From an optimization exercise on the open Yosys and OpenROAD flow, aimed at small area, a short achievable clock period and few clock cycles per item; shortcuts taken in it are not production practice.
At most, simulation tests tie the RTL to the original design; equivalence was not proved.
For runs 1, 2, 5 and 6, only the layout was checked, not whether the RTL still works.
Power and IR drop assume default switching activity.

[design/flow/standard.sh]
#!/bin/bash
# synth_recipe.tcl (not shown) runs the flow's synth.tcl, then flattens the netlist and writes it again
# the make line also repeats each setting of config.mk as NAME=value (left out here)
make -C /OpenROAD-flow-scripts/flow DESIGN_CONFIG=/design/flow/config.mk WORK_HOME=/design/flow/orfs CLKGATE_MAP_FILE= SYNTH_SCRIPT=/design/flow/synth_recipe.tcl "${@:-finish}"
[design/flow/constraint.sdc]
create_clock -name core_clock -period 10.0 [get_ports {clk}]
set_input_delay 2.0000 -clock core_clock [delete_from_list [all_inputs] [get_ports {clk}]]
set_output_delay 2.0000 -clock core_clock [all_outputs]
set_load 0.01 [all_outputs]
[design/flow/flow/run.sh]
#!/bin/bash
# Standard ORFS layout, with timing repair aiming for extra setup slack.
set -euo pipefail
bash standard.sh SETUP_SLACK_MARGIN=6.5 finish > standard.log 2>&1
[design/flow/design.v]
module lz77_block_encoder (
    input  wire        clk,
    input  wire        rst,         
    input  wire        in_valid,
    output wire        in_ready,
    input  wire [7:0]  in_data,
    input  wire        in_last,
    output wire        tok_valid,
    input  wire        tok_ready,
    output wire        tok_match,   
    output wire [7:0]  tok_value,   
    output wire [11:0] tok_dist,    
    output wire        tok_last     
);
    localparam integer N = 128;
    reg        in_rdy_r;
    reg        main_v;
    reg  [7:0] main_d;
    reg        skid_v, skid_l;
    reg  [7:0] skid_d;
    wire in_fire = in_valid & in_rdy_r;
    assign in_ready = in_rdy_r;
    reg  [7:0] H [1:N-1];
    reg  [6:0] qpos;                  
    reg        main_end;              
    wire       A_fire;                
    wire       blk_end = main_end;
    wire [6:0] qpos_nx = A_fire ? (blk_end ? 7'd0 : qpos + 7'd1) : qpos;
    wire [N-1:1] e_raw, valid;
    genvar gd;
    generate
        for (gd = 1; gd < N; gd = gd + 1) begin : g_cmp
            assign e_raw[gd] = (H[gd] == main_d);
            assign valid[gd] = (qpos >= gd);
        end
    endgenerate
    reg  [N-1:1] X1, X2;
    reg          M;                   
    reg  [1:0]   pend;                
    reg  [6:0]   L;                   
    wire [7:0]   b1 = H[1];           
    wire [7:0]   b2 = H[2];           
    reg  [1:0]   f;                   
    reg          fl_match;
    reg  [7:0]   flA, flB;
    reg          ov, sv;
    reg  [16:0]  o_tok, s_tok;
    wire         room = ~sv;
    wire         pop  = ov & tok_ready;
    wire [6:0]   far_d;
    wire [127:0] pv = {X2, 1'b0};
    wire [63:0] a1;  wire [63:0]  i1;
    wire [31:0] a2;  wire [63:0]  i2;
    wire [15:0] a3;  wire [47:0]  i3;
    wire [7:0]  a4;  wire [31:0]  i4;
    wire [3:0]  a5;  wire [19:0]  i5;
    wire [1:0]  a6;  wire [11:0]  i6;
    genvar g;
    generate
        for (g = 0; g < 64; g = g + 1) begin : l1
            assign a1[g] = pv[2*g+1] | pv[2*g];
            assign i1[g] = pv[2*g+1];
        end
        for (g = 0; g < 32; g = g + 1) begin : l2
            assign a2[g] = a1[2*g+1] | a1[2*g];
            assign i2[2*g+1:2*g] = a1[2*g+1] ? {1'b1, i1[2*g+1]} : {1'b0, i1[2*g]};
        end
        for (g = 0; g < 16; g = g + 1) begin : l3
            assign a3[g] = a2[2*g+1] | a2[2*g];
            assign i3[3*g+2:3*g] = a2[2*g+1] ? {1'b1, i2[4*g+3:4*g+2]} : {1'b0, i2[4*g+1:4*g]};
        end
        for (g = 0; g < 8; g = g + 1) begin : l4
            assign a4[g] = a3[2*g+1] | a3[2*g];
            assign i4[4*g+3:4*g] = a3[2*g+1] ? {1'b1, i3[6*g+5:6*g+3]} : {1'b0, i3[6*g+2:6*g]};
        end
        for (g = 0; g < 4; g = g + 1) begin : l5
            assign a5[g] = a4[2*g+1] | a4[2*g];
            assign i5[5*g+4:5*g] = a4[2*g+1] ? {1'b1, i4[8*g+7:8*g+4]} : {1'b0, i4[8*g+3:8*g]};
        end
        for (g = 0; g < 2; g = g + 1) begin : l6
            assign a6[g] = a5[2*g+1] | a5[2*g];
            assign i6[6*g+5:6*g] = a5[2*g+1] ? {1'b1, i5[10*g+9:10*g+5]} : {1'b0, i5[10*g+4:10*g]};
        end
    endgenerate
    assign far_d = a6[1] ? {1'b1, i6[11:6]} : {1'b0, i6[5:0]};
    wire [N-1:1] and_v = X2 & e_raw;
    wire         any   = |and_v;
    wire         eval  = M | (pend == 2'd2);
    wire         cont  = eval & any;
    wire flush_fire = (f != 2'd0) & room;
    wire B_fire     = main_v & room & ~(main_end & f[1]);
    assign A_fire   = B_fire;
    wire       emit_n   = B_fire & eval & ~any;
    wire [16:0] tok_n   = M ? {1'b0, 1'b1, 1'b0, L, far_d}
                            : {1'b0, 1'b0, b2, 7'd0};
    wire [16:0] tok_f   = fl_match  ? {1'b1, 1'b1, 1'b0, L, far_d}
                        : (f == 2'd2) ? {1'b0, 1'b0, flA, 7'd0}
                                      : {1'b1, 1'b0, flB, 7'd0};
    wire        wr      = flush_fire | emit_n;
    wire [16:0] tok_w   = flush_fire ? tok_f : tok_n;
    wire [1:0] pend_nx = M ? 2'd1 : (pend == 2'd2) ? 2'd2 : pend + 2'd1;
    assign tok_valid = ov;
    assign tok_last  = o_tok[16];
    assign tok_match = o_tok[15];
    assign tok_value = o_tok[14:7];
    assign tok_dist  = {5'd0, o_tok[6:0]};
    integer k;
    always @(posedge clk) begin
        if (B_fire) begin
            H[1] <= main_d;
            for (k = 2; k < N; k = k + 1) H[k] <= H[k-1];
            X1 <= e_raw & valid;
            X2 <= cont ? and_v : (X1 & e_raw);
            if (cont) L <= M ? L + 7'd1 : 7'd3;
            if (blk_end) begin
                flA <= b1;
                flB <= main_d;
                fl_match <= cont;
            end
        end
    end
    always @(posedge clk) begin
        if (skid_v) begin
            if (A_fire) begin
                main_d   <= skid_d;
                main_end <= skid_l | (qpos_nx == 7'd127);
            end
        end else if (in_fire) begin
            if (~main_v | A_fire) begin
                main_d   <= in_data;
                main_end <= in_last | (qpos_nx == 7'd127);
            end else begin
                skid_d <= in_data;
                skid_l <= in_last;
            end
        end
    end
    always @(posedge clk) begin
        if (wr) begin
            if (ov & ~pop) s_tok <= tok_w;
            else           o_tok <= tok_w;
        end else if (pop & sv) begin
            o_tok <= s_tok;
        end
    end
    always @(posedge clk) begin
        if (rst) begin
            in_rdy_r <= 1'b1;
            main_v   <= 1'b0;
            skid_v   <= 1'b0;
            qpos     <= 7'd0;
            M        <= 1'b0;
            pend     <= 2'd0;
            f        <= 2'd0;
            ov       <= 1'b0;
            sv       <= 1'b0;
        end else begin
            if (skid_v) begin
                if (A_fire) begin
                    skid_v   <= 1'b0;
                    in_rdy_r <= 1'b1;
                end
            end else if (in_fire) begin
                if (~main_v | A_fire) begin
                    main_v <= 1'b1;
                end else begin
                    skid_v   <= 1'b1;
                    in_rdy_r <= 1'b0;
                end
            end else if (A_fire) begin
                main_v <= 1'b0;
            end
            if (B_fire) begin
                qpos <= qpos_nx;
                if (blk_end) begin
                    M    <= 1'b0;
                    pend <= 2'd0;
                end else begin
                    M    <= cont;
                    pend <= pend_nx;
                end
            end
            if (B_fire & blk_end)
                f <= cont ? 2'd1 : pend_nx;
            else if (flush_fire)
                f <= f - 2'd1;
            if (wr) begin
                if (ov & ~pop) sv <= 1'b1;
                else           ov <= 1'b1;
            end else if (pop) begin
                if (sv) sv <= 1'b0;
                else    ov <= 1'b0;
            end
        end
    end
endmodule
[design/flow/config.mk]
export PLATFORM = sky130hd
export DESIGN_NAME = lz77_block_encoder
export DESIGN_NICKNAME = lz77_block_encoder
export VERILOG_FILES = /design/flow/design.v
export SDC_FILE = /design/flow/constraint.sdc
export NUM_CORES = 4
export LEC_CHECK = 0
export ABC_CLOCK_PERIOD_IN_PS = 3000
export CAP_MARGIN = 20
export CORE_MARGIN = 2
export CORE_UTILIZATION = 65
export SLEW_MARGIN = 20
==> results of run 1 <==
==> placed cells by master (no fill, tap or decap), drive strengths merged, types with 7 or more instances in the layout <==
cell,instances
a211oi,29
a21oi,113
a31oi,11
and2,11
buf,216
bufbuf,21
clkbuf,186
clkdlybuf4s50,12
clkinv,63
dfxtp,17
dlygate4sd2,19
edfxtp,1346
ha,8
inv,50
mux2,25
mux2i,136
nand2,202
nand2b,7
nand3,119
nand4,13
nor2,249
nor2b,9
nor3,49
nor4,284
o2111ai,25
o21ai,53
o221a,7
o31ai,12
or4,8
xor2,1017
==> sequential cells by signal, summed over array words and instances (netlist names), 7 cells and up <==
name and count:
L 7, H 1016, s_tok 17, X2 127
X1 127, main_d 8, flA 8, o_tok 17
flB 8, skid_d 8, qpos 7
==> layer usage <==
metal / vias up / track usage / part of all wire
li1: 15400 / - / -
met1: 19000 / 0.561 / 0.37
met2: 2511 / 0.604 / 0.45
met3: 586 / 0.0934 / 0.12
met4: 4 / 0.197 / 0.058
met5: - / 0 / 0.00014
==> path summary, 6_finish.rpt <==
kind                   end  cells past startpoint  startpoint  slack, ps
setup reg to reg    X2[22]                     17   main_d[3]       6120
hold / removal    H[28][7]                      0    H[27][7]        460
hold reg to reg   H[28][7]                      0    H[27][7]        460
setup / recovery    X2[22]                     17   main_d[3]       6120
==> worst max-delay path, cell delays in order, from the launching register on <==
cell and delay (ps):
edfxtp_1 420, buf_12 180, buf_16 170, buf_4 190
buf_16 170, xor2_2 170, nor4_1 80, nand2_2 190
o2111ai_4 140, nor4_4 470, nand4_1 280, o22ai_4 270
buf_12 160, buf_12 130, buf_12 130, buf_16 140
mux2i_1 230, nor2_1 60
==> power groups by stage <==
stage          clock, mW  sequential, mW  combinational (mW)
5_1_grt             5.23            7.41                3.21
6_report            5.03            7.37                3.10
3_5_place_dp           0            7.46                2.03
4_1_cts             5.02            7.36                2.95
2_1_floorplan          0            8.12                1.45
3_3_place_gp           0            7.44                1.97
==> per-stage QoR <==
stage | utilization | setup WS, ps
floorplan | - | -10050
global placement | 0.665 | 4310
detailed placement | 0.665 | 4270
CTS | 0.786 | 6310
global route | 0.791 | 6040
finish | 0.791 | 6120
==> cells by family (layout without fill, tap and decap cells) <==
family                     after synthesis  count (layout)  share of synthesized area
muxes                                  161             161                     0.0276
DFF                                   1363            1363                      0.684
adders and majority gates                8               8                    0.00168
buffers and inverters                  229             573                     0.0248
and+or+nand+nor                        976             978                     0.0810
xor gates and xnor gates              1023            1023                      0.150
other                                    1               6                  0.0000629
AOI/OAI and AO/OA                      290             293                     0.0307
==> layout make-up <==
type	instances	share of cell area
inverters	51	0.00270
well taps	1186	0.0205
repair buffers	271	0.0661
clock buffers	183	0.0535
clock inverters	68	0.00615
flip-flops and latches	1363	0.565
multi-input cells	2468	0.286
diodes	1	0.0000347
==> what timing repair did <==
action,in CTS,in global routing
gates cloned,80,5
pin swaps,49,31
buffers inserted,100,7
resized for setup,622,62
setup endpoints to repair,1115,544
endpoints found under the hold margin,0,0
==> metrics.md, run 1 <==
| Metric | Value |
|---|---|
| Finished Layout Cells | ~5.6k |
| Area occupied by registers | slightly above 40,000 um2 |
| Dpl hpwl | between 100 and 150 mm |
| Die height | 307 um |
| Worst skew pair latency | just under 800 ps |
| Root Driver | clkbuf_16 |
| EDFF count, synth | approximately 1.3k |
| Crit end category | register |
| Yosys reg bits | approximately 1.4k |
| Num rows | roughly 110 |
| Initial Util | 0.653 |
| Area Overhead vs Synth | 21.2% |
| Max cap viols | 0 |
| Final hold violation count | 0 |
| NetSw | around 4.5 mW |
| DP Area | 60,700 um2 |
| Dpl cells | 5,147 |
| GR Util All Layers | 0.402 |
| Switch share | 0.293 |
| Area of the multi-input gates | 20,700 um2 |
| Register area share after synthesis | 0.684 |
| Crit Path Class | register to register |
| Fillers | between 4k and 5k |
| Sequential power share | 0.475 |
| Clk buf depth | 3 |
| Mapped Area | about 60,000 um2 |
| Hold WS | 461 ps |
| LEAKAGE | 22.5 nW |
| Final nets | 4,318 |
| IO Count | 37 |
| CP Launch Type | register |
| Final min period | around 4000 ps |
| Total congestion overflow | 0 |
| Pwr/cell area | approximately 210 nW/um2 |
| Total power draw | ~16 mW |
| Power share of the clock group | 0.324 |
| Share of layout cells above drive strength 1 | 0.190 |
| Status | complete, no violations |
| Die W | 307 um |
| Final period util | 0.388 |
| Number of port buffers | 31 |
| Crit Path Max Fanout | 6 |
| CTS sink cnt | 1,363 |
| Int Pwr | between 10 and 15 mW |
| Number of global-route vias before repair | about 37k |
| Mean Syn Cell Area | approximately 15 um2 |
| RSZ-0062 raised after global routing | true |
| WP data required | about 11,000 ps |
| Post-route ant nets | 0 |
| Max-slew violation count | 0 |
| Worst Clk Skew | 27.0 ps |
| # H-tree levels | 4 |
| Drt via density | ~6.7 |
| Antenna violations before repair | 5 |
| Final GP Congestion | approximately 0.97 |
| Post-route cell area | just over 70,000 um2 |
| Peak supply drop | 254 uV |
| First DRT Iteration DRCs | about 5.7k |
| Synth cell types | 63 |
| Routed len/inst | roughly 34 um |
| Core ar. | just over 90,000 um2 |
| Mapped Cells | just over 4k |
| Final setup TNS | 0 ps |
| Peak Freq | 257 MHz |
| Most common cell in the netlist | edfxtp_1 |
| CTS clock-pin slew for the worst setup and hold paths | ~60 ps |
| Setup-failing EPs final | 0 |
| Post-CTS Hold Fix Bufs | 0 |
| TritonCTS clock tree | done |
| Cts bufs inserted | approximately 140 |
| Post-synthesis async set-or-reset flop share | 0 |
| Combinational share of power | 0.200 |
| Slew headroom | 0.256 |
| Syn. warnings | 2 |
| Remaining routing DRC violations | 0 |
| Drt pass-1 iters | 6 |
| Die area | roughly 94,000 um2 |
| Slew @ Worst Pin | approximately 1100 ps |
| Worst hold path class | register to register |
| Most used DFF post-synth | edfxtp_1 |
| Largest net degree at the start of global routing | 177 |
| Global-route wire length before repair | 266 mm |
| Synth area leaders | edfxtp_1 68%, xor2_1 15%, nor4_1 3.0% |
| Most instantiated cells after synthesis | 1,346 x edfxtp_1, 1,017 x xor2_1, 282 x nor4_1 |
| Synth top area share | 0.678 |
| Via count | 37.5k |
| Cell accounting for the most synthesized area | edfxtp_1 |
| Post-Route WL | 188 mm |
| Worst Path Arrival | about 4400 ps |
==> inputs of run 2 (changes only) <==
--- a/design/flow/config.mk
+++ b/design/flow/config.mk
@@ -10,3 +10,6 @@
 export CORE_MARGIN = 2
 export CORE_UTILIZATION = 65
+export CTS_BUF_LIST = sky130_fd_sc_hd__clkbuf_8
+export CTS_CLUSTER_DIAMETER = 60
+export CTS_CLUSTER_SIZE = 16
 export SLEW_MARGIN = 20
==> run 2 against run 1 <==
Against the previous run: clock skew increased by 14 ps; via count decreased by 1.9%; wire length decreased by 4.4%; non-clock buffer count decreased by 7; critical endpoint is now X2[37]; largest power group unchanged; highest routed layer unchanged.
==> metrics.md, run 2 <==
| Metric | Value |
|---|---|
| Status | complete, no violations (unchanged) |
| RR Endpoint | X2[37] (was X2[22]) |
| CTS sink cnt | 1,363 (unchanged) |
| Yosys reg bits | 1,363 (unchanged) |
| Dpl hpwl | 101 mm (unchanged) |
| Crit end category | register (unchanged) |
| Final nets | 4,279 (was 4,318) |
| Dpl cells | 5,147 (unchanged) |
| Peak supply drop | 221 uV (was 254 uV) |
| Reg-to-Reg Start | main_d[7] (was main_d[3]) |
| Most used DFF post-synth | edfxtp_1 (unchanged) |
| Largest regs | H (1016), X1 (127), X2 (127) (unchanged) |
| Mean Syn Cell Area | 14.7 um2 (unchanged) |
| Largest net degree at the start of global routing | 177 (unchanged) |
| Final GP Congestion | 0.969 (unchanged) |
| Remaining routing DRC violations | 0 (unchanged) |
| Root Driver | clkbuf_8 (was clkbuf_16) |
| Die height | 307 um (unchanged) |
| Placement Setup Slack | 4270 ps (unchanged) |
| Post-route ant nets | 0 (unchanged) |
| Sequential power share | 0.544 (was 0.475) |
| Syn. warnings | 2 (unchanged) |
| EDFF count, synth | 1,346 (unchanged) |
| # H-tree levels | 3 (was 4) |
| Hold path start | H[77][0] (was H[27][7]) |
| Worst Clk Skew | 41.1 ps (was 27.0 ps) |
| Crit Path Class | register to register (unchanged) |
| Worst hold path class | register to register (unchanged) |
| Die area | 94,100 um2 (unchanged) |
| GR Util All Layers | 0.378 (was 0.402) |
| Worst hold endpoint | H[78][0] (was H[28][7]) |
| Initial Util | 0.653 (unchanged) |
| Final worst setup slack | 6050 ps (was 6120 ps) |
| LEAKAGE | 21.2 nW (was 22.5 nW) |
| Hold depth | 0 (unchanged) |
| Clk buf depth | 3 (unchanged) |
| Post-synthesis async set-or-reset flop share | 0 (unchanged) |
| Antenna violations before repair | 4 (was 5) |
| WP data required | 10,570 ps (was 10,510 ps) |
| Core ar. | 91,200 um2 (unchanged) |
| Max cap viols | 0 (unchanged) |
| CP Launch Type | register (unchanged) |
| Synth cell types | 63 (unchanged) |
| Final min period | 3950 ps (was 3880 ps) |
| Crit Path Max Fanout | 8 (was 6) |
| Max-slew violation count | 0 (unchanged) |
| Final period util | 0.395 (was 0.388) |
| Fillers | 5,462 (was 4,961) |
| Switch share | 0.307 (was 0.293) |
| Synth area leaders | edfxtp_1 68%, xor2_1 15%, nor4_1 3.0% (unchanged) |
| Total congestion overflow | 0 (unchanged) |
| Reg2reg setup slack | 6050 ps (was 6120 ps) |
| Largest register FFs | 1,016 (unchanged) |
| Number of global-route vias before repair | 35.5k (was 36.8k) |
| Cts bufs inserted | 110 (was 142) |
| RSZ-0062 raised after global routing | true (unchanged) |
| Int Pwr | 9.36 mW (was 11.0 mW) |
| NetSw | 4.14 mW (was 4.54 mW) |
| TritonCTS clock tree | done (unchanged) |
| Most common cell in the netlist | edfxtp_1 (unchanged) |
| Final setup TNS | 0 ps (unchanged) |
| Most instantiated cells after synthesis | 1,346 x edfxtp_1, 1,017 x xor2_1, 282 x nor4_1 (unchanged) |
| R2R depth | 18 (was 17) |
| First DRT Iteration DRCs | 5,616 (was 5,718) |
| Pwr/cell area | 196 nW/um2 (was 215 nW/um2) |
| CTS clock-pin slew for the worst setup and hold paths | 110 ps (was 60 ps) |
| Drt pass-1 iters | 6 (unchanged) |
| Drt via density | 6.68 (was 6.71) |
| Most common cell after layout, fill and taps aside | edfxtp_1 (unchanged) |
| Synth top area share | 0.678 (unchanged) |
| Mapped Area | 59,600 um2 (unchanged) |
| Mapped Cells | 4,051 (unchanged) |
| Cell accounting for the most synthesized area | edfxtp_1 (unchanged) |
| IO Count | 37 (unchanged) |
| Peak Freq | 253 MHz (was 257 MHz) |
| Final hold violation count | 0 (unchanged) |
| Share of layout cells above drive strength 1 | 0.170 (was 0.190) |
| Register area share after synthesis | 0.684 (unchanged) |
| Slew headroom | 0.247 (was 0.256) |
| Routed len/inst | 32.7 um (was 33.7 um) |
| Area Overhead vs Synth | 15.6% (was 21.2%) |
| Num rows | 111 (unchanged) |
| Top reg by flops | H (unchanged) |
| Setup-failing EPs final | 0 (unchanged) |
| Total power draw | 13.5 mW (was 15.5 mW) |
| Die W | 307 um (unchanged) |
| Via count | 36.8k (was 37.5k) |
| Post-Route WL | 180 mm (was 188 mm) |
| Most frequent cells in the layout | 1,346 x edfxtp_1, 968 x xor2_1, 246 x nor2_1 (was 1,346 x edfxtp_1, 922 x xor2_1, 245 x nor2_1) |
| Finished Layout Cells | 5,508 (was 5,591) |
| Slew @ Worst Pin | 1120 ps (was 1100 ps) |
| Number of port buffers | 31 (unchanged) |
| Worst skew pair latency | 810 ps (was 770 ps) |
| Combinational share of power | 0.218 (was 0.200) |
| Worst Path Arrival | 4520 ps (was 4390 ps) |
| Global-route wire length before repair | 252 mm (was 266 mm) |
| Power share of the clock group | 0.238 (was 0.324) |
run 2: critical path: stages (launching register included):
cell	delay, ps
edfxtp_1	450
buf_6	200
buf_16	170
buf_16	200
xor2_2	210
nor4_4	70
buf_4	160
nand3_2	120
nand4_1	190
nor4_4	450
nand4_1	170
buf_6	170
o22ai_4	190
buf_12	180
buf_6	110
buf_12	120
buf_16	150
mux2i_2	250
nor2_1	80
run 2: timing repair:
item / 4_1_cts / 5_1_grt
hold buffers: 0 / 0
pin swaps: 33 / 35
gates cloned: 69 / 4
endpoints found under the setup margin: 1115 / 461
resized for setup: 471 / 115
setup buffers: 73 / 39
run 2: how the worst max path moves through the flow:
stage / start / to / slack [ps]
3_3_place_gp: main_d[6] / X2[124] / 4310
2_1_floorplan: sv / H[100][0] / -10050
5_1_grt: main_d[7] / X2[46] / 6040
4_1_cts: main_d[7] / X2[5] / 6240
6_report: main_d[7] / X2[37] / 6050
3_5_place_dp: main_d[6] / s_tok[7] / 4270
run 2: layout make-up:
cell class,count,area (um2),area share
clock buffer,113,1560,0.0226
antenna,2,5.00,0.0000726
multi-input combinational,2468,19900,0.289
inverter,51,195,0.00283
tap,1186,1480,0.0215
sequential,1363,40800,0.592
timing repair buffer,264,4440,0.0644
clock inverter,61,583,0.00846
run 2: power by group through the flow:
| stage | clock network, mW | logic [mW] | registers [mW] |
|---|---|---|---|
| final | 3.21 | 2.95 | 7.34 |
| after global routing | 3.39 | 3.07 | 7.39 |
| after detailed placement | 0 | 2.03 | 7.46 |
| after global placement | 0 | 1.97 | 7.44 |
| after floorplan | 0 | 1.45 | 8.12 |
| after CTS | 3.21 | 2.75 | 7.33 |
run 2: logic make-up (layout without fill, tap and decap cells):
kind of cell,Yosys count,after routing,synth area share
AOI/OAI and AO/OA,290,293,0.0307
xor gates and xnor gates,1023,1023,0.150
adders and majority gates,8,8,0.00168
buffers and inverters,229,489,0.0248
DFF,1363,1363,0.684
muxes,161,161,0.0276
other,1,7,0.0000629
and+or+nand+nor,976,978,0.0810
run 2: metrics by stage:
stage	hold slack [ps]	util	area (um2)
after floorplan	446	-	59600
after global placement	449	0.665	60700
after detailed placement	454	0.665	60700
after CTS	461	0.743	67800
after global routing	478	0.755	68900
final	460	0.755	68900
run 2: layer usage:
layer	GRT usage	vias to the layer above	routed length (um)	part of all wire
met5	0	-	10	0.000056
met4	0.161	2	10200	0.056
met3	0.0659	484	19100	0.11
met2	0.577	2318	81600	0.45
met1	0.545	18700	69100	0.38
li1	-	15300	-	-
==> inputs of run 3 (changes only) <==
--- a/design/flow/design.v
+++ b/design/flow/design.v
@@ -17,20 +17,21 @@
     reg        main_v;
     reg  [7:0] main_d;
+    reg        main_end;              
     reg        skid_v, skid_l;
     reg  [7:0] skid_d;
     wire in_fire = in_valid & in_rdy_r;
     assign in_ready = in_rdy_r;
-    reg  [7:0] H [1:N-1];
-    reg  [6:0] qpos;                  
-    reg        main_end;              
-    wire       A_fire;                
-    wire       blk_end = main_end;
-    wire [6:0] qpos_nx = A_fire ? (blk_end ? 7'd0 : qpos + 7'd1) : qpos;
-    wire [N-1:1] e_raw, valid;
+    reg  [7:0]   H [1:N-1];
+    reg  [6:0]   qpos;                
+    wire         A_fire;
+    reg          vA;                  
+    reg  [N-1:1] eA;
+    reg          lastA;
+    wire [6:0] qpos_nx = A_fire ? (main_end ? 7'd0 : qpos + 7'd1) : qpos;
+    wire [N-1:1] e_next;
     genvar gd;
     generate
         for (gd = 1; gd < N; gd = gd + 1) begin : g_cmp
-            assign e_raw[gd] = (H[gd] == main_d);
-            assign valid[gd] = (qpos >= gd);
+            assign e_next[gd] = (H[gd] == main_d) && (qpos >= gd);
         end
     endgenerate
@@ -39,6 +40,7 @@
     reg  [1:0]   pend;                
     reg  [6:0]   L;                   
-    wire [7:0]   b1 = H[1];           
-    wire [7:0]   b2 = H[2];           
+    wire [7:0]   b0 = H[1];
+    wire [7:0]   b1 = H[2];
+    wire [7:0]   b2 = H[3];
     reg  [1:0]   f;                   
     reg          fl_match;
@@ -48,4 +50,5 @@
     wire         room = ~sv;
     wire         pop  = ov & tok_ready;
+    wire         load_o = ~ov | tok_ready;
     wire [6:0]   far_d;
     wire [127:0] pv = {X2, 1'b0};
@@ -84,17 +87,17 @@
     endgenerate
     assign far_d = a6[1] ? {1'b1, i6[11:6]} : {1'b0, i6[5:0]};
-    wire [N-1:1] and_v = X2 & e_raw;
+    wire [N-1:1] and_v = X2 & eA;
     wire         any   = |and_v;
     wire         eval  = M | (pend == 2'd2);
     wire         cont  = eval & any;
     wire flush_fire = (f != 2'd0) & room;
-    wire B_fire     = main_v & room & ~(main_end & f[1]);
-    assign A_fire   = B_fire;
-    wire       emit_n   = B_fire & eval & ~any;
+    wire B_fire     = vA & room & ~(lastA & f[1]);
+    assign A_fire   = main_v & (~vA | B_fire);
+    wire        emit_n  = B_fire & eval & ~any;
     wire [16:0] tok_n   = M ? {1'b0, 1'b1, 1'b0, L, far_d}
                             : {1'b0, 1'b0, b2, 7'd0};
     wire [16:0] tok_f   = fl_match  ? {1'b1, 1'b1, 1'b0, L, far_d}
-                        : (f == 2'd2) ? {1'b0, 1'b0, flA, 7'd0}
-                                      : {1'b1, 1'b0, flB, 7'd0};
+                        : f[1]      ? {1'b0, 1'b0, flA, 7'd0}
+                                    : {1'b1, 1'b0, flB, 7'd0};
     wire        wr      = flush_fire | emit_n;
     wire [16:0] tok_w   = flush_fire ? tok_f : tok_n;
@@ -107,13 +110,17 @@
     integer k;
     always @(posedge clk) begin
-        if (B_fire) begin
+        if (A_fire) begin
             H[1] <= main_d;
             for (k = 2; k < N; k = k + 1) H[k] <= H[k-1];
-            X1 <= e_raw & valid;
-            X2 <= cont ? and_v : (X1 & e_raw);
+            eA    <= e_next;
+            lastA <= main_end;
+        end
+        if (B_fire) begin
+            X1 <= eA;
+            X2 <= cont ? and_v : (X1 & eA);
             if (cont) L <= M ? L + 7'd1 : 7'd3;
-            if (blk_end) begin
+            if (lastA) begin
                 flA <= b1;
-                flB <= main_d;
+                flB <= b0;
                 fl_match <= cont;
             end
@@ -137,10 +144,8 @@
     end
     always @(posedge clk) begin
-        if (wr) begin
-            if (ov & ~pop) s_tok <= tok_w;
-            else           o_tok <= tok_w;
-        end else if (pop & sv) begin
-            o_tok <= s_tok;
-        end
+        if (load_o)
+            o_tok <= sv ? s_tok : tok_w;
+        if (ov & ~tok_ready & ~sv)
+            s_tok <= tok_w;
     end
     always @(posedge clk) begin
@@ -150,4 +155,5 @@
             skid_v   <= 1'b0;
             qpos     <= 7'd0;
+            vA       <= 1'b0;
             M        <= 1'b0;
             pend     <= 2'd0;
@@ -171,7 +177,11 @@
                 main_v <= 1'b0;
             end
+            qpos <= qpos_nx;
+            if (A_fire)
+                vA <= 1'b1;
+            else if (B_fire)
+                vA <= 1'b0;
             if (B_fire) begin
-                qpos <= qpos_nx;
-                if (blk_end) begin
+                if (lastA) begin
                     M    <= 1'b0;
                     pend <= 2'd0;
@@ -181,14 +191,13 @@
                 end
             end
-            if (B_fire & blk_end)
+            if (B_fire & lastA)
                 f <= cont ? 2'd1 : pend_nx;
             else if (flush_fire)
                 f <= f - 2'd1;
-            if (wr) begin
-                if (ov & ~pop) sv <= 1'b1;
-                else           ov <= 1'b1;
-            end else if (pop) begin
-                if (sv) sv <= 1'b0;
-                else    ov <= 1'b0;
+            if (load_o) begin
+                ov <= sv | wr;
+                sv <= 1'b0;
+            end else if (wr) begin
+                sv <= 1'b1;
             end
         end
==> design/flow/config.mk (replaced) <==
export PLATFORM = sky130hd
export DESIGN_NAME = lz77_block_encoder
export DESIGN_NICKNAME = lz77_block_encoder
export VERILOG_FILES = /design/flow/design.v
export SDC_FILE = /design/flow/constraint.sdc
export NUM_CORES = 4
export LEC_CHECK = 0
export ABC_AREA = 1
export CAP_MARGIN = 20
export CORE_MARGIN = 2
export CORE_UTILIZATION = 65
export CTS_BUF_LIST = sky130_fd_sc_hd__clkbuf_16
export CTS_CLUSTER_DIAMETER = 100
export CTS_CLUSTER_SIZE = 28
export SLEW_MARGIN = 20
==> run 3 against run 2 <==
Against the previous run: count of clock-buffer cells in the layout fell by 53; sequential power up 5.2%; synthesized cell count increased by 19%; power is 9.5% lower; die area is 6.7% higher; register-to-register slack improved by 420 ps; design area is 3.1% lower; setup slack improved by 420 ps; worst hold slack lost 8.2 ps; wire length down 11%; flip-flop and latch count is 129 higher; global-route usage shrank 6.1 points; critical path type unchanged.
==> metrics.md, run 3 <==
| Metric | Value |
|---|---|
| Worst hold path class | register to register (unchanged) |
| Syn. warnings | 2 (unchanged) |
| Final setup TNS | 0 ps (unchanged) |
| Mapped Cells | 4,801 (was 4,051) |
| Int Pwr | 9.02 mW (was 9.36 mW) |
| Power share of the clock group | 0.243 (was 0.238) |
| Reg-to-Reg Start | qpos[2] (was main_d[7]) |
| Worst Path Arrival | 3950 ps (was 4520 ps) |
| Final min period | 3530 ps (was 3950 ps) |
| RSZ-0062 raised after global routing | false (was true) |
| Crit Path Class | register to register (unchanged) |
| Post-Route WL | 160 mm (was 180 mm) |
| Cts bufs inserted | 59 (was 110) |
| Antenna violations before repair | 3 (was 4) |
| Sequential power share | 0.631 (was 0.544) |
| Peak Freq | 283 MHz (was 253 MHz) |
| Most common cell in the netlist | edfxtp_1 (unchanged) |
| Final worst setup slack | 6470 ps (was 6050 ps) |
| Number of port buffers | 31 (unchanged) |
| Combinational share of power | 0.126 (was 0.218) |
| NetSw | 3.21 mW (was 4.14 mW) |
| Num rows | 114 (was 111) |
| Die height | 317 um (was 307 um) |
| Number of global-route vias before repair | 36.1k (was 35.5k) |
| TritonCTS clock tree | done (unchanged) |
| Most common cell after layout, fill and taps aside | edfxtp_1 (unchanged) |
| Die area | 100,000 um2 (was 94,100 um2) |
| Top reg by flops | H (unchanged) |
| Synth cell types | 59 (was 63) |
| Cell accounting for the most synthesized area | edfxtp_1 (unchanged) |
| Mean Syn Cell Area | 13.3 um2 (was 14.7 um2) |
| Final period util | 0.353 (was 0.395) |
| Pwr/cell area | 183 nW/um2 (was 196 nW/um2) |
| Total power draw | 12.2 mW (was 13.5 mW) |
| GR Util All Layers | 0.318 (was 0.378) |
| Peak supply drop | 145 uV (was 221 uV) |
| Slew @ Worst Pin | 1190 ps (was 1120 ps) |
| Area occupied by registers | 44,600 um2 (was 40,800 um2) |
| Max cap viols | 0 (unchanged) |
| Drt pass-1 iters | 6 (unchanged) |
| Drt via density | 6.33 (was 6.68) |
| Fillers | 6,681 (was 5,462) |
| Worst skew pair latency | 740 ps (was 810 ps) |
| Dpl hpwl | 102 mm (was 101 mm) |
| Status | complete, no violations (unchanged) |
| WP data required | 10,420 ps (was 10,570 ps) |
| Total congestion overflow | 0 (unchanged) |
| Worst Clk Skew | 24.3 ps (was 41.1 ps) |
| Slew headroom | 0.206 (was 0.247) |
| Most frequent cells in the layout | 1,474 x edfxtp_1, 653 x nand2_1, 426 x xnor2_1 (was 1,346 x edfxtp_1, 968 x xor2_1, 246 x nor2_1) |
| Max-slew violation count | 0 (unchanged) |
| Root Driver | clkbuf_16 (was clkbuf_8) |
| Setup-failing EPs final | 0 (unchanged) |
| CTS clock-pin slew for the worst setup and hold paths | 110 ps (about the same) |
| CP Launch Type | register (unchanged) |
| Via count | 38.3k (was 36.8k) |
| Most instantiated cells after synthesis | 1,474 x edfxtp_1, 654 x nand2_1, 426 x xnor2_1 (was 1,346 x edfxtp_1, 1,017 x xor2_1, 282 x nor4_1) |
| Initial Util | 0.657 (was 0.653) |
| Clk buf depth | 3 (unchanged) |
| Area of the multi-input gates | 17,100 um2 (was 19,900 um2) |
| Post-CTS setup repair buffer count | 0 (was 73) |
| Die W | 317 um (was 307 um) |
| Final hold violation count | 0 (unchanged) |
| Final nets | 4,777 (was 4,279) |
| Global-route wire length before repair | 233 mm (was 252 mm) |
| Mapped Area | 63,600 um2 (was 59,600 um2) |
| Largest net degree at the start of global routing | 186 (was 177) |
| Reg2reg setup slack | 6470 ps (was 6050 ps) |
| CTS sink cnt | 1,492 (was 1,363) |
| Hold depth | 0 (unchanged) |
| First DRT Iteration DRCs | 5,697 (was 5,616) |
| LEAKAGE | 22.3 nW (was 21.2 nW) |
| Final GP Congestion | 0.903 (was 0.969) |
| Synth top area share | 0.696 (was 0.678) |
| Crit Path Max Fanout | 12 (was 8) |
| Post-route ant nets | 0 (unchanged) |
| Largest register FFs | 1,016 (unchanged) |
| Crit end category | register (unchanged) |
| Post-synthesis async set-or-reset flop share | 0 (unchanged) |
| IO Count | 37 (unchanged) |
| Register area share after synthesis | 0.701 (was 0.684) |
| R2R depth | 6 (was 18) |
| Routed len/inst | 26.4 um (was 32.7 um) |
| Remaining routing DRC violations | 0 (unchanged) |
| Share of layout cells above drive strength 1 | 0.0602 (was 0.170) |
| Most used DFF post-synth | edfxtp_1 (unchanged) |
| Core ar. | 96,900 um2 (was 91,200 um2) |
| Area Overhead vs Synth | 4.97% (was 15.6%) |
| Switch share | 0.263 (was 0.307) |
| Placement Setup Slack | 5910 ps (was 4270 ps) |
| # H-tree levels | 2 (was 3) |
| EDFF count, synth | 1,474 (was 1,346) |
| Synth area leaders | edfxtp_1 70%, xnor2_1 5.9%, nand2_1 3.9% (was edfxtp_1 68%, xor2_1 15%, nor4_1 3.0%) |
| Yosys reg bits | 1,492 (was 1,363) |
| CP Launch Point | qpos[2] (was main_d[7]) |
| Hold path start | H[115][1] (was H[77][0]) |
run 3: changes by cell type after synthesis, sizes merged, moves of 128 or more:
| cell | before | now |
|---|---|---|
| edfxtp | 1346 | 1474 |
| nor4 | 284 | 98 |
| xor2 | 1017 | 264 |
| xnor2 | 6 | 426 |
| mux2i | 136 | 2 |
| o21ai | 53 | 232 |
| nand2 | 202 | 665 |
| inv | 49 | 217 |
run 3: cells by family after synthesis:
| family | count (synthesis) | share of synthesized area |
|---|---|---|
| fa+ha+maj | 7 | 0.00138 |
| simple gates | 1626 | 0.118 |
| mux | 2 | 0.000315 |
| compound gates | 558 | 0.0535 |
| other cells | 1 | 0.0000589 |
| buf+inv | 425 | 0.0306 |
| xor+xnor | 690 | 0.0951 |
| flops | 1492 | 0.701 |
run 3: repair_timing:
item | in CTS | in global routing
gates cloned | 2 | 1
hold buffers | 0 | 0
endpoints found under the setup margin | 384 | 206
pin swaps | 1 | 1
gates resized for setup | 29 | 10
run 3: layer usage:
| metal | track usage | vias up | share of wire |
|---|---|---|---|
| met2 | 0.475 | 1930 | 0.45 |
| met3 | 0.0613 | 250 | 0.10 |
| met1 | 0.480 | 19100 | 0.42 |
| met4 | 0.0934 | 0 | 0.032 |
| li1 | - | 17100 | - |
| met5 | 0 | - | 0 |
run 3: worst max-delay path, stage by stage (launching register included):
cell     delay (ps)
dfxtp_1         600
nor2_1          260
nand2_1          70
nor2_1          760
nor2_2          470
nor3_1          900
nor4_1          150
run 3: through the flow:
step	instance area, um2	instances	utilization	hold slack [ps]
after global placement	65100	5969	0.672	429
after CTS	66800	6057	0.689	455
after detailed placement	65100	5969	0.672	435
after floorplan	63700	4805	-	421
final	66800	6059	0.690	452
after global routing	66800	6058	0.690	475
run 3: path summary, 6_finish.rpt:
path | end
worst max register to register | eA[25]
worst max-delay path | eA[25]
worst min register to register | H[116][1]
worst min-delay path | H[116][1]
run 3: power by group through the flow:
stage | registers (mW) | clock network [mW] | logic [mW]
2_1_floorplan | 7.81 | 0 | 1.03
3_3_place_gp | 7.85 | 0 | 1.49
3_5_place_dp | 7.86 | 0 | 1.52
4_1_cts | 7.72 | 2.99 | 1.51
5_1_grt | 7.77 | 3.17 | 1.66
6_report | 7.72 | 2.97 | 1.54
run 3: final cells by class:
class                           count  area share
Sequential cell                  1492       0.668
Multi-Input combinational cell   2890       0.257
Clock inverter                     26     0.00199
Timing Repair Buffer               90      0.0137
Inverter                          224      0.0131
Clock buffer                       60      0.0225
Antenna cell                        1   0.0000375
Tap cell                         1276      0.0239
Testbench counts of run 3, summed over its fixed seeds: cycles 43,506, bytes 43,472.
==> inputs of run 4 (changes only) <==
--- a/design/flow/config.mk
+++ b/design/flow/config.mk
@@ -10,6 +10,6 @@
 export CORE_MARGIN = 2
 export CORE_UTILIZATION = 65
-export CTS_BUF_LIST = sky130_fd_sc_hd__clkbuf_16
-export CTS_CLUSTER_DIAMETER = 100
-export CTS_CLUSTER_SIZE = 28
+export CTS_BUF_LIST = sky130_fd_sc_hd__clkbuf_8
+export CTS_CLUSTER_DIAMETER = 60
+export CTS_CLUSTER_SIZE = 16
 export SLEW_MARGIN = 20
==> run 4 against run 3 <==
Against the previous run: still clean on timing, DRC and antenna; clock power up 9.8%; synthesized cell count stayed put; flip-flop and latch count unchanged; non-clock buffer count stayed put; wire length increased by 0.47%; core utilization rose by 0.44 points; power grew 2.4%; critical path type unchanged; combinational power is essentially flat; cell count grew 1.4%; largest power group unchanged; sequential power hardly changed; design area increased by 0.64%; worst hold slack lost 1.5 ps.
==> metrics.md, run 4 <==
| Metric | Value |
|---|---|
| Status | complete, no violations (unchanged) |
| EDFF count, synth | 1,474 (unchanged) |
| Power share of the clock group | 0.261 (was 0.243) |
| Number of global-route vias before repair | 36.7k (was 36.1k) |
| Sequential power share | 0.617 (was 0.631) |
| Die area | 100,000 um2 (unchanged) |
| Most common cell after layout, fill and taps aside | edfxtp_1 (unchanged) |
| Root Driver | clkbuf_8 (was clkbuf_16) |
| Pwr/cell area | 186 nW/um2 (was 183 nW/um2) |
| Die W | 317 um (unchanged) |
| Hold WS | 450 ps (was 452 ps) |
| Final setup TNS | 0 ps (unchanged) |
| Crit Path Class | register to register (unchanged) |
| Final worst setup slack | 6470 ps (about the same) |
| Share of layout cells above drive strength 1 | 0.0791 (was 0.0602) |
| Synth top area share | 0.696 (unchanged) |
| NetSw | 3.32 mW (was 3.21 mW) |
| Mean Syn Cell Area | 13.3 um2 (unchanged) |
| Total congestion overflow | 0 (unchanged) |
| Cell accounting for the most synthesized area | edfxtp_1 (unchanged) |
| First DRT Iteration DRCs | 5,634 (was 5,697) |
| Antenna violations before repair | 7 (was 3) |
| R2R depth | 6 (unchanged) |
| Drt via density | 6.33 (about the same) |
| Routed len/inst | 26.2 um (was 26.4 um) |
| LEAKAGE | 22.5 nW (was 22.3 nW) |
| CTS sink cnt | 1,492 (unchanged) |
| Dpl cells | 5,969 (unchanged) |
| Synth area leaders | edfxtp_1 70%, xnor2_1 5.9%, nand2_1 3.9% (unchanged) |
| Die height | 317 um (unchanged) |
| Peak supply drop | 133 uV (was 145 uV) |
| Largest register FFs | 1,016 (unchanged) |
| Worst hold path class | register to register (unchanged) |
| Mapped Cells | 4,801 (unchanged) |
| GR Util All Layers | 0.320 (was 0.318) |
| Crit Path Max Fanout | 12 (unchanged) |
| Global-route wire length before repair | 234 mm (was 233 mm) |
| Most used DFF post-synth | edfxtp_1 (unchanged) |
| TritonCTS clock tree | done (unchanged) |
| Remaining routing DRC violations | 0 (unchanged) |
| Num rows | 114 (unchanged) |
| Hold path start | H[115][1] (unchanged) |
| Post-synthesis async set-or-reset flop share | 0 (unchanged) |
| Final min period | 3530 ps (about the same) |
| # H-tree levels | 3 (was 2) |
| Clk buf depth | 3 (unchanged) |
| Met3 usage | 0.0644 (was 0.0613) |
| Post-route ant nets | 0 (unchanged) |
| Post-CTS setup repair buffer count | 0 (unchanged) |
| Post-CTS Hold Fix Bufs | 0 (unchanged) |
| Top reg by flops | H (unchanged) |
| CP Launch Type | register (unchanged) |
| Final nets | 4,830 (was 4,777) |
| Int Pwr | 9.19 mW (was 9.02 mW) |
| Dpl hpwl | 102 mm (unchanged) |
| Final GP Congestion | 0.903 (unchanged) |
| Reg-to-Reg Start | qpos[2] (unchanged) |
| Area Overhead vs Synth | 5.65% (was 4.97%) |
| Cts bufs inserted | 112 (was 59) |
| Synth cell types | 59 (unchanged) |
| Via count | 38.9k (was 38.3k) |
| IO Count | 37 (unchanged) |
| Worst skew pair latency | 830 ps (was 740 ps) |
| Core ar. | 96,900 um2 (unchanged) |
| Met2 GRT Util | 0.473 (was 0.475) |
| WP data required | 10,510 ps (was 10,420 ps) |
| Initial Util | 0.657 (unchanged) |
| Crit end category | register (unchanged) |
| Number of port buffers | 31 (unchanged) |
| Most common cell in the netlist | edfxtp_1 (unchanged) |
| Met1 Use GR | 0.482 (was 0.480) |
| Peak Freq | 283 MHz (about the same) |
| Top Usage Layer GRT | met1 (unchanged) |
| Mapped Area | 63,600 um2 (unchanged) |
| Placement Setup Slack | 5910 ps (unchanged) |
| Syn. warnings | 2 (unchanged) |
| Worst Path Arrival | 4040 ps (was 3950 ps) |
| Switch share | 0.266 (was 0.263) |
| Slew @ Worst Pin | 1250 ps (was 1190 ps) |
| RSZ-0062 raised after global routing | true (was false) |
| Max-slew violation count | 0 (unchanged) |
| Drt pass-1 iters | 6 (unchanged) |
| Max cap viols | 0 (unchanged) |
| Register area share after synthesis | 0.701 (unchanged) |
| CP Launch Point | qpos[2] (unchanged) |
| Largest net degree at the start of global routing | 186 (unchanged) |
| Hold depth | 0 (unchanged) |
| CTS clock-pin slew for the worst setup and hold paths | 110 ps (about the same) |
| Worst Clk Skew | 42.1 ps (was 24.3 ps) |
| Setup-failing EPs final | 0 (unchanged) |
| Yosys reg bits | 1,492 (unchanged) |
| Most instantiated cells after synthesis | 1,474 x edfxtp_1, 654 x nand2_1, 426 x xnor2_1 (unchanged) |
| Finished Layout Cells | 6,145 (was 6,059) |
| Final period util | 0.353 (about the same) |
| Slew headroom | 0.170 (was 0.206) |
| Combinational share of power | 0.122 (was 0.126) |
| Most frequent cells in the layout | 1,474 x edfxtp_1, 653 x nand2_1, 426 x xnor2_1 (unchanged) |
| Fillers | 6,648 (was 6,681) |
| Post-Route WL | 161 mm (was 160 mm) |
| Final hold violation count | 0 (unchanged) |
## run 4: cell count changes in the layout (fill, tap and decap cells not counted), sizes merged
cell           before  now
bufinv              0    7
clkdlybuf4s15       3    8
clkinvlp            1   11
dlygate4sd2        16    1
buf                58   67
inv               237  234
clkbuf             60  119
clkinv             12   26
## run 4: power by group through the flow
stage	Clock, mW	Combinational, mW	Sequential (mW)
2_1_floorplan	0	1.03	7.81
3_3_place_gp	0	1.49	7.85
3_5_place_dp	0	1.52	7.86
4_1_cts	3.29	1.51	7.72
5_1_grt	3.49	1.66	7.77
6_report	3.26	1.53	7.72
## run 4: cell type report
type	instances	area (um2)	share of cell area
timing repair buffer	90	887	0.0132
clock buffer	118	1620	0.0242
clock inverter	54	465	0.00692
antenna	1	2.50	0.0000372
inverter	224	872	0.0130
sequential	1492	44600	0.664
tap	1276	1600	0.0237
multi-input combinational	2890	17100	0.255
## run 4: path summary, 6_finish.rpt
path,to,slack (ps)
worst max-delay path,eA[25],6470
worst min-delay path,H[116][1],450
worst max register to register,eA[25],6470
worst min register to register,H[116][1],450
## run 4: logic make-up (layout without fill, tap and decap cells)
kind of cell / Yosys count / after routing / synth area share
and+or+nand+nor: 1626 / 1628 / 0.118
DFF: 1492 / 1492 / 0.701
xor gates and xnor gates: 690 / 690 / 0.0951
AOI/OAI and AO/OA: 558 / 558 / 0.0535
buffers and inverters: 425 / 486 / 0.0306
adders and majority gates: 7 / 7 / 0.00138
muxes: 2 / 2 / 0.000315
other: 1 / 6 / 0.0000589
## run 4: repair_timing
item	in CTS	in global routing
pin swaps	1	1
endpoints found under the setup margin	384	211
cloned	2	1
resized for setup	65	12
endpoints found under the hold margin	0	0
## run 4: routing by layer
metal	up-vias	part of all wire	routed length (um)
li1	17200	-	-
met1	19300	0.42	67700
met4	6	0.036	5830
met5	-	0.00029	46
met2	1997	0.44	71000
met3	302	0.10	16200
## run 4: critical path: stages, from the launching register on
cell and delay [ps]:
dfxtp_1 620, nor2_1 270, nand2_1 70, nor2_1 750
nor2_2 470, nor3_1 880, nor4_1 150
## run 4: stage by stage
stage          instance area [um2]  utilization  power, mW
2_1_floorplan                63700            -       8.84
3_3_place_gp                 65100        0.672       9.33
3_5_place_dp                 65100        0.672       9.38
4_1_cts                      67200        0.694       12.5
5_1_grt                      67200        0.694       12.9
6_report                     67200        0.694       12.5
==> inputs of run 5 (changes only) <==
--- a/design/flow/design.v
+++ b/design/flow/design.v
@@ -29,9 +29,12 @@
     reg          lastA;
     wire [6:0] qpos_nx = A_fire ? (main_end ? 7'd0 : qpos + 7'd1) : qpos;
+    reg  [7:0]  hi_gt, hi_eq;
+    reg  [15:0] lo_ge;
     wire [N-1:1] e_next;
     genvar gd;
     generate
         for (gd = 1; gd < N; gd = gd + 1) begin : g_cmp
-            assign e_next[gd] = (H[gd] == main_d) && (qpos >= gd);
+            assign e_next[gd] = (H[gd] == main_d) &&
+                                (hi_gt[gd / 16] || (hi_eq[gd / 16] && lo_ge[gd % 16]));
         end
     endgenerate
@@ -155,4 +158,7 @@
             skid_v   <= 1'b0;
             qpos     <= 7'd0;
+            hi_gt    <= 8'd0;
+            hi_eq    <= 8'd1;
+            lo_ge    <= 16'd1;
             vA       <= 1'b0;
             M        <= 1'b0;
@@ -178,4 +184,10 @@
             end
             qpos <= qpos_nx;
+            for (k = 0; k < 8; k = k + 1) begin
+                hi_gt[k] <= (qpos_nx[6:4] > k);
+                hi_eq[k] <= (qpos_nx[6:4] == k);
+            end
+            for (k = 0; k < 16; k = k + 1)
+                lo_ge[k] <= (qpos_nx[3:0] >= k);
             if (A_fire)
                 vA <= 1'b1;
==> run 5 against run 4 <==
Against the previous run: sequential share of layout area hardly changed; wire length is 0.50% higher; non-clock buffer count is 2 higher; setup slack better by 57 ps; design area is 1.3% higher; maximum frequency is 1.7% higher; critical endpoint is now eA[100]; largest cell class unchanged.
==> metrics.md, run 5 <==
| Metric | Value |
|---|---|
| Status | complete, no violations (unchanged) |
| Most common cell after layout, fill and taps aside | edfxtp_1 (unchanged) |
| Crit Path Max Fanout | 33 (was 12) |
| # H-tree levels | 3 (unchanged) |
| TritonCTS clock tree | done (unchanged) |
| Largest register FFs | 1,016 (unchanged) |
| Final setup TNS | 0 ps (unchanged) |
| Pwr/cell area | 189 nW/um2 (was 186 nW/um2) |
| Number of port buffers | 31 (unchanged) |
| Hold WS | 460 ps (was 450 ps) |
| Final period util | 0.348 (was 0.353) |
| Final hold violation count | 0 (unchanged) |
| Remaining routing DRC violations | 0 (unchanged) |
| Largest net degree at the start of global routing | 291 (was 186) |
| WP data required | 10,500 ps (was 10,510 ps) |
| Slew headroom | 0.284 (was 0.170) |
| Peak supply drop | 132 uV (was 133 uV) |
| Root Driver | clkbuf_8 (unchanged) |
| Worst Path Arrival | 3980 ps (was 4040 ps) |
| Hold path start | H[70][6] (was H[115][1]) |
| Num rows | 115 (was 114) |
| R2R depth | 7 (was 6) |
| RSZ-0062 raised after global routing | false (was true) |
| EDFF count, synth | 1,474 (unchanged) |
| Synth top area share | 0.692 (was 0.696) |
| Routed len/inst | 26.3 um (was 26.2 um) |
| Synth area leaders | edfxtp_1 69%, xor2_1 4.8%, nand2_1 3.8% (was edfxtp_1 70%, xnor2_1 5.9%, nand2_1 3.9%) |
| Die area | 101,000 um2 (was 100,000 um2) |
| Top reg by flops | H (unchanged) |
| Slew @ Worst Pin | 1070 ps (was 1250 ps) |
| Worst Clk Skew | 35.4 ps (was 42.1 ps) |
| IO Count | 37 (unchanged) |
| Number of global-route vias before repair | 37.6k (was 36.7k) |
| Post-route ant nets | 0 (unchanged) |
| Cell accounting for the most synthesized area | edfxtp_1 (unchanged) |
| CP Launch Type | register (unchanged) |
| Clk buf depth | 3 (unchanged) |
| Most common cell in the netlist | edfxtp_1 (unchanged) |
| Mapped Cells | 4,772 (was 4,801) |
| Fillers | 6,632 (was 6,648) |
| Reg-to-Reg Start | main_d[5] (was qpos[2]) |
| Worst hold endpoint | H[71][6] (was H[116][1]) |
| Yosys reg bits | 1,521 (was 1,492) |
| Drt via density | 6.39 (was 6.33) |
| Reg2reg setup slack | 6520 ps (was 6470 ps) |
| Max cap viols | 0 (unchanged) |
| First DRT Iteration DRCs | 5,331 (was 5,634) |
| Area occupied by registers | 45,200 um2 (was 44,600 um2) |
| Worst hold path class | register to register (unchanged) |
| Dpl hpwl | 99.3 mm (was 102 mm) |
| Mapped Area | 64,000 um2 (was 63,600 um2) |
| Register area share after synthesis | 0.707 (was 0.701) |
| Core ar. | 98,000 um2 (was 96,900 um2) |
| CTS sink cnt | 1,521 (was 1,492) |
| Post-Route WL | 162 mm (was 161 mm) |
| Area of the multi-input gates | 17,000 um2 (was 17,100 um2) |
| Die height | 318 um (was 317 um) |
| Initial Util | 0.653 (was 0.657) |
| Hold depth | 0 (unchanged) |
| Area Overhead vs Synth | 6.47% (was 5.65%) |
| Die W | 318 um (was 317 um) |
| Drt pass-1 iters | 5 (was 6) |
| Syn. warnings | 2 (unchanged) |
| CTS clock-pin slew for the worst setup and hold paths | 100 ps (was 110 ps) |
| Most used DFF post-synth | edfxtp_1 (unchanged) |
| Global-route wire length before repair | 239 mm (was 234 mm) |
| Final min period | 3480 ps (was 3530 ps) |
| Cts bufs inserted | 118 (was 112) |
| RR Endpoint | eA[100] (was eA[25]) |
| Most instantiated cells after synthesis | 1,474 x edfxtp_1, 654 x nand2_1, 353 x xor2_1 (was 1,474 x edfxtp_1, 654 x nand2_1, 426 x xnor2_1) |
| Crit Path Class | register to register (unchanged) |
| Post-CTS Hold Fix Bufs | 0 (unchanged) |
| LEAKAGE | 22.7 nW (was 22.5 nW) |
| Worst skew pair latency | 830 ps (about the same) |
| Total congestion overflow | 0 (unchanged) |
| Synth cell types | 56 (was 59) |
| Peak Freq | 288 MHz (was 283 MHz) |
| Mean Syn Cell Area | 13.4 um2 (was 13.3 um2) |
| Via count | 39.3k (was 38.9k) |
| Finished Layout Cells | 6,146 (was 6,145) |
| Share of layout cells above drive strength 1 | 0.0842 (was 0.0791) |
| Antenna violations before repair | 11 (was 7) |
| Post-synthesis async set-or-reset flop share | 0 (unchanged) |
| Final GP Congestion | 0.869 (was 0.903) |
| Dpl cells | 5,938 (was 5,969) |
| Setup-failing EPs final | 0 (unchanged) |
| Max-slew violation count | 0 (unchanged) |
| Crit end category | register (unchanged) |
| Post-CTS setup repair buffer count | 0 (unchanged) |
| Most frequent cells in the layout | 1,474 x edfxtp_1, 646 x nand2_1, 353 x xor2_1 (was 1,474 x edfxtp_1, 653 x nand2_1, 426 x xnor2_1) |
| Final nets | 4,795 (was 4,830) |
| GR Util All Layers | 0.319 (was 0.320) |
## run 5: cell count changes after synthesis, moves of 21 or more
cell	delta
nor2_1	-68
o2111ai_1	+21
xor2_1	+90
clkbuf_1	+22
o22ai_1	+36
o21ai_0	+82
xnor2_1	-194
a221oi_1	+72
dfxtp_1	+29
nand4_1	-64
nor4_1	+31
a21oi_1	-41
## run 5: through the flow
stage                     cell area [um2]  utilization  power, mW  setup slack, ps
after floorplan                     64100            -       8.81             5250
after global placement              65400        0.667       9.27             5950
after detailed placement            65400        0.667       9.30             5810
after CTS                           68000        0.694       12.9             6490
after global routing                68100        0.695       13.3             6510
final                               68100        0.695       12.9             6520
## run 5: worst max path at each step
stage | from | to | slack [ps]
after floorplan | lastA | X1[100] | 5250
final | main_d[5] | eA[100] | 6520
after global placement | eA[105] | X2[33] | 5950
after CTS | o_tok[15] | tok_match | 6490
after global routing | o_tok[11] | tok_value[4] | 6510
after detailed placement | eA[105] | X2[36] | 5810
## run 5: report_power, final
part           internal, mW  switching, mW
combinational         0.418          0.917
clock                  1.59           2.10
sequential             7.54          0.288
total                  9.55           3.30
## run 5: logic make-up after synthesis
kind of cell    share of synthesized area
mux                              0.000156
fa+ha+maj                        0.000978
buf+inv                            0.0311
simple gates                        0.107
flops                               0.707
compound gates                     0.0740
other cells                     0.0000586
xor+xnor                           0.0801
## run 5: timing repair
action,CTS,global route
endpoints found under the setup margin,525,448
gates cloned,5,1
resized for setup,79,16
pin swaps,1,0
## run 5: worst max-delay path: stages, from the launching register on
cell and delay (ps):
edfxtp_1 350, buf_4 360, buf_4 410, buf_4 780, xor2_1 140, a221oi_1 290, nand3_1 160, nor4_1 640
## run 5: layout make-up
type	count	area share
Timing Repair Buffer	92	0.0138
Multi-Input combinational cell	2829	0.249
Sequential cell	1521	0.664
Inverter	214	0.0125
Clock buffer	129	0.0261
Timing Repair inverter	1	0.000165
Clock inverter	71	0.0112
Antenna cell	2	0.0000735
Tap cell	1287	0.0236
## run 5: per-layer routing
metal  wire length [um]  vias up  track usage
met1              66900    19600        0.475
met5                 66        -            0
li1                   -    17500            -
met3              15900      284       0.0542
met4               4950        4       0.0998
met2              73700     1961        0.487
==> inputs of run 6 (changes only) <==
--- a/design/flow/design.v
+++ b/design/flow/design.v
@@ -17,4 +17,5 @@
     reg        main_v;
     reg  [7:0] main_d;
+    reg  [7:0] main_dn;               
     reg        main_end;              
     reg        skid_v, skid_l;
@@ -35,5 +36,6 @@
     generate
         for (gd = 1; gd < N; gd = gd + 1) begin : g_cmp
-            assign e_next[gd] = (H[gd] == main_d) &&
+            wire eq = (gd % 2) ? (H[gd] == main_d) : ((H[gd] ^ main_dn) == 8'hff);
+            assign e_next[gd] = eq &&
                                 (hi_gt[gd / 16] || (hi_eq[gd / 16] && lo_ge[gd % 16]));
         end
@@ -134,4 +136,5 @@
             if (A_fire) begin
                 main_d   <= skid_d;
+                main_dn  <= ~skid_d;
                 main_end <= skid_l | (qpos_nx == 7'd127);
             end
@@ -139,4 +142,5 @@
             if (~main_v | A_fire) begin
                 main_d   <= in_data;
+                main_dn  <= ~in_data;
                 main_end <= in_last | (qpos_nx == 7'd127);
             end else begin
==> design/flow/flow/run.sh (replaced) <==
#!/bin/bash
# Standard ORFS layout (the standard.sh) with two changes to how it is
# made: timing repair aims for extra setup slack, and the clock tree uses
# clkbuf_16 for its root and trunk and clkbuf_8 for its leaves.
set -euo pipefail
CTS="-sink_clustering_enable -repair_clock_nets -buf_list sky130_fd_sc_hd__clkbuf_8 -root_buf sky130_fd_sc_hd__clkbuf_16 -tree_buf sky130_fd_sc_hd__clkbuf_16 -sink_clustering_size 14 -sink_clustering_max_diameter 50"
bash standard.sh SETUP_SLACK_MARGIN=6.55 "CTS_ARGS=$CTS" finish > standard.log 2>&1
--- a/design/flow/config.mk
+++ b/design/flow/config.mk
@@ -10,6 +10,3 @@
 export CORE_MARGIN = 2
 export CORE_UTILIZATION = 65
-export CTS_BUF_LIST = sky130_fd_sc_hd__clkbuf_8
-export CTS_CLUSTER_DIAMETER = 60
-export CTS_CLUSTER_SIZE = 16
 export SLEW_MARGIN = 20
==> run 6 against run 5 <==
Against the previous run: still clean; clock power rose by 13%; global-route usage up 2.3 points; first-iteration DRC count is 9.3% higher; core utilization grew 0.78 points; non-clock buffer count up 4; flip-flop and latch count up 8; power up 4.4%; critical path depth decreased by 6; cell count is 0.89% higher; wire length up 6.3%; sequential share of layout area decreased by 0.38 points; worst hold slack lost 13 ps; critical endpoint is now tok_value[6].
==> metrics.md, run 6 <==
| Metric | Value |
|---|---|
| Status | complete, no violations (unchanged) |
| Post-Route WL | 172 mm (was 162 mm) |
| Final period util | 0.340 (was 0.348) |
| Final setup TNS | 0 ps (unchanged) |
| Remaining routing DRC violations | 0 (unchanged) |
| Largest register FFs | 1,016 (unchanged) |
| Peak supply drop | 184 uV (was 132 uV) |
| Core ar. | 98,000 um2 (unchanged) |
| Placement Setup Slack | 5830 ps (was 5810 ps) |
| Area of the multi-input gates | 16,800 um2 (was 17,000 um2) |
| # H-tree levels | 4 (was 3) |
| Num rows | 115 (unchanged) |
| LEAKAGE | 23.0 nW (was 22.7 nW) |
| Die area | 101,000 um2 (about the same) |
| Mean Syn Cell Area | 13.4 um2 (about the same) |
| Register area share after synthesis | 0.710 (was 0.707) |
| Max-slew violation count | 0 (unchanged) |
| Crit end category | output pin (was register) |
| Most used DFF post-synth | edfxtp_1 (unchanged) |
| Final nets | 4,821 (was 4,795) |
| Max cap viols | 0 (unchanged) |
| Number of global-route vias before repair | 38.2k (was 37.6k) |
| Drt via density | 6.46 (was 6.39) |
| Most common cell after layout, fill and taps aside | edfxtp_1 (unchanged) |
| CP Launch Type | register (unchanged) |
| Cell accounting for the most synthesized area | edfxtp_1 (unchanged) |
| First DRT Iteration DRCs | 5,827 (was 5,331) |
| Crit Path Max Fanout | 1 (was 33) |
| Pwr/cell area | 195 nW/um2 (was 189 nW/um2) |
| Root Driver | clkbuf_16 (was clkbuf_8) |
| IO Count | 37 (unchanged) |
| Die height | 318 um (about the same) |
| Synth cell types | 59 (was 56) |
| CP Launch Point | o_tok[13] (was main_d[5]) |
| Post-CTS setup repair buffer count | 0 (unchanged) |
| Peak Freq | 294 MHz (was 288 MHz) |
| RSZ-0062 raised after global routing | true (was false) |
| Final hold violation count | 0 (unchanged) |
| Share of layout cells above drive strength 1 | 0.0844 (was 0.0842) |
| Drt pass-1 iters | 6 (was 5) |
| Cts bufs inserted | 146 (was 118) |
| Reg-to-Reg Start | eA[74] (was main_d[5]) |
| Via count | 40.1k (was 39.3k) |
| Final worst setup slack | 6600 ps (was 6520 ps) |
| Top reg by flops | H (unchanged) |
| Die W | 318 um (about the same) |
| R2R depth | 11 (was 7) |
| Total congestion overflow | 0 (unchanged) |
| Global-route wire length before repair | 251 mm (was 239 mm) |
| Final core occ | 0.703 (was 0.695) |
| Worst Clk Skew | 25.4 ps (was 35.4 ps) |
| Initial Util | 0.654 (was 0.653) |
| CTS sink cnt | 1,529 (was 1,521) |
| Reg2reg setup slack | 6640 ps (was 6520 ps) |
| Synth top area share | 0.695 (was 0.692) |
| CP endpoint | tok_value[6] (was eA[100]) |
| RR Endpoint | X2[86] (was eA[100]) |
| Slowest CP cell | edfxtp_1 (was buf_4) |
| Most common cell in the netlist | edfxtp_1 (unchanged) |
| Post-route ant nets | 0 (unchanged) |
| Mapped Area | 64,000 um2 (about the same) |
| Slew @ Worst Pin | 1250 ps (was 1070 ps) |
| Final GP Congestion | 0.908 (was 0.869) |
| Post-synthesis async set-or-reset flop share | 0 (unchanged) |
| GR Util All Layers | 0.342 (was 0.319) |
| Yosys reg bits | 1,529 (was 1,521) |
| TritonCTS clock tree | done (unchanged) |
| Routed len/inst | 27.7 um (was 26.3 um) |
| Post-CTS Hold Fix Bufs | 0 (unchanged) |
| Worst Path Arrival | 1400 ps (was 3980 ps) |
| Most frequent cells in the layout | 1,482 x edfxtp_1, 583 x nand2_1, 325 x xor2_1 (was 1,474 x edfxtp_1, 646 x nand2_1, 353 x xor2_1) |
| Slew headroom | 0.168 (was 0.284) |
| Clk buf depth | 3 (unchanged) |
| Largest net degree at the start of global routing | 175 (was 291) |
| Number of port buffers | 31 (unchanged) |
| Final min period | 3400 ps (was 3480 ps) |
| CTS clock-pin slew for the worst setup and hold paths | 90 ps (was 100 ps) |
| CP max stage delay | 370 ps (was 780 ps) |
| Area Overhead vs Synth | 7.56% (was 6.47%) |
| WP data required | 8000 ps (was 10,500 ps) |
| Worst hold path class | register to register (unchanged) |
| Mapped Cells | 4,763 (was 4,772) |
| Area occupied by registers | 45,500 um2 (was 45,200 um2) |
| Crit Path Class | register to output pin (was register to register) |
| Antenna violations before repair | 6 (was 11) |
| Buf+Inv Stages, Crit Path | 1 (was 3) |
| EDFF count, synth | 1,482 (was 1,474) |
| Number of cells on the critical path | 1 (was 7) |
| Synth area leaders | edfxtp_1 69%, xor2_1 4.4%, xnor2_1 3.7% (was edfxtp_1 69%, xor2_1 4.8%, nand2_1 3.8%) |
| Fillers | 6,717 (was 6,632) |
| Dpl hpwl | 103 mm (was 99.3 mm) |
| Worst skew pair latency | 740 ps (was 830 ps) |
| Most instantiated cells after synthesis | 1,482 x edfxtp_1, 586 x nand2_1, 325 x nor2_1, 325 x xor2_1, 299 x o21ai_0 (was 1,474 x edfxtp_1, 654 x nand2_1, 353 x xor2_1) |
| Worst-path cell chain | dlygate4sd2_1 (was buf_4 -> buf_4 -> buf_4 -> xor2_1 -> a221oi_1 -> nand3_1 -> nor4_1) |
| Syn. warnings | 2 (unchanged) |
| Worst path top cell family by delay | flip-flops (was buffers and inverters) |
| Setup-failing EPs final | 0 (unchanged) |
-- run 6: cell types whose count changed after synthesis, moves of 14 or more --
cell and delta:
a221oi_1 -17, inv_1 -18, xnor2_1 +38, nor2_1 +77
nand4_1 +14, a21oi_1 +15, nor4_1 -16, xor2_1 -28
nand2_1 -68
-- run 6: what timing repair did --
item / 4_1_cts / 5_1_grt
endpoints found under the setup margin: 281 / 216
gates cloned: 4 / 0
pin swaps: 1 / 1
resized for setup: 36 / 19
-- run 6: final cells by class --
class	count	area share
clock buffer	164	0.0355
multi-input combinational	2831	0.244
timing repair buffer	96	0.0145
clock inverter	89	0.0106
inverter	198	0.0114
tap	1287	0.0234
timing repair inverter	1	0.000236
antenna	6	0.000218
sequential	1529	0.660
-- run 6: logic make-up after synthesis --
family | Yosys count | share of synthesized area
xor gates and xnor gates | 595 | 0.0814
adders and majority gates | 5 | 0.000977
muxes | 1 | 0.000156
other | 1 | 0.0000586
buffers and inverters | 410 | 0.0288
DFF | 1529 | 0.710
AOI/OAI and AO/OA | 734 | 0.0731
and+or+nand+nor | 1488 | 0.106
-- run 6: through the flow --
step                      cells  hold slack (ps)  area [um2]  power [mW]
final                      6201              447       68900        13.4
after global routing       6195              471       68900        13.9
after CTS                  6195              451       68800        13.4
after detailed placement   5938              434       65500        9.38
after global placement     5938              434       65500        9.35
after floorplan            4768              421       64100        8.85
-- run 6: how the worst min path moves through the flow --
stage / endpoint / depth (start not counted) / slack [ps] / from
floorplan: H[1][0] / 0 / 420 / main_d[0]
finish: H[24][2] / 0 / 450 / H[23][2]
global route: H[32][7] / 0 / 470 / H[31][7]
CTS: H[24][2] / 0 / 450 / H[23][2]
global placement: H[28][2] / 0 / 430 / H[27][2]
detailed placement: H[24][2] / 0 / 430 / H[23][2]
-- run 6: report_power, final --
part | leakage [nW] | total (mW) | internal [mW] | switching (mW)
clock network | 1.69 | 4.17 | 1.97 | 2.20
registers | 14.3 | 7.88 | 7.58 | 0.294
logic | 7.03 | 1.38 | 0.428 | 0.950
total | 23.0 | 13.4 | 9.98 | 3.45
-- run 6: metal layers --
metal,global-route usage,wire length (um),vias to the layer above
met5,0,25,-
met4,0.130,6470,4
li1,-,-,17600
met2,0.501,76000,2259
met1,0.500,69800,19900
met3,0.0856,19400,361

==> what the ideal ports hide <==
No port has a modelled driver above. Below, the same layouts with a new extraction and two added sets of constraints. Step 1: set_driving_cell puts a clkbuf_16 on clk and a buf_2 on each other input, an assumption about the parent block. Step 2 moves the port delays by t, midway between the first and last clock arrival at a register: inputs arrive t later, outputs are due t later. That takes back most of the time a late clock gives input paths. a / b / c = ideal ports / drivers / drivers and shift; a / b = the first two.
run | shift t [ns] | slack for setup (ns) | hold slack, ns | latest minus earliest clock arrival (ns) | worst data-port slew with drivers (ns)
run 1 | 0.831 | 6.115 / 6.115 / 6.115 | 0.461 / 0.461 / 0.461 | 0.027 / 0.027 | 0.04
run 2 | 0.863 | 6.054 / 6.054 / 6.054 | 0.460 / 0.460 / 0.460 | 0.042 / 0.041 | 0.04
run 3 | 0.792 | 6.471 / 6.471 / 6.066 | 0.452 / 0.452 / 0.452 | 0.029 / 0.029 | 0.11
run 4 | 0.873 | 6.467 / 6.467 / 6.057 | 0.450 / 0.450 / 0.450 | 0.043 / 0.043 | 0.12
run 5 | 0.873 | 6.524 / 6.517 / 5.992 | 0.460 / 0.460 / 0.460 | 0.040 / 0.040 | 0.05
run 6 | 0.804 | 6.603 / 6.528 / 6.012 | 0.447 / 0.447 / 0.447 | 0.026 / 0.026 | 0.03
After both steps every run listed still meets setup and hold. The setup slack of run 6, which loses most, moves by -0.075 ns with the drivers and by -0.591 ns with both steps.
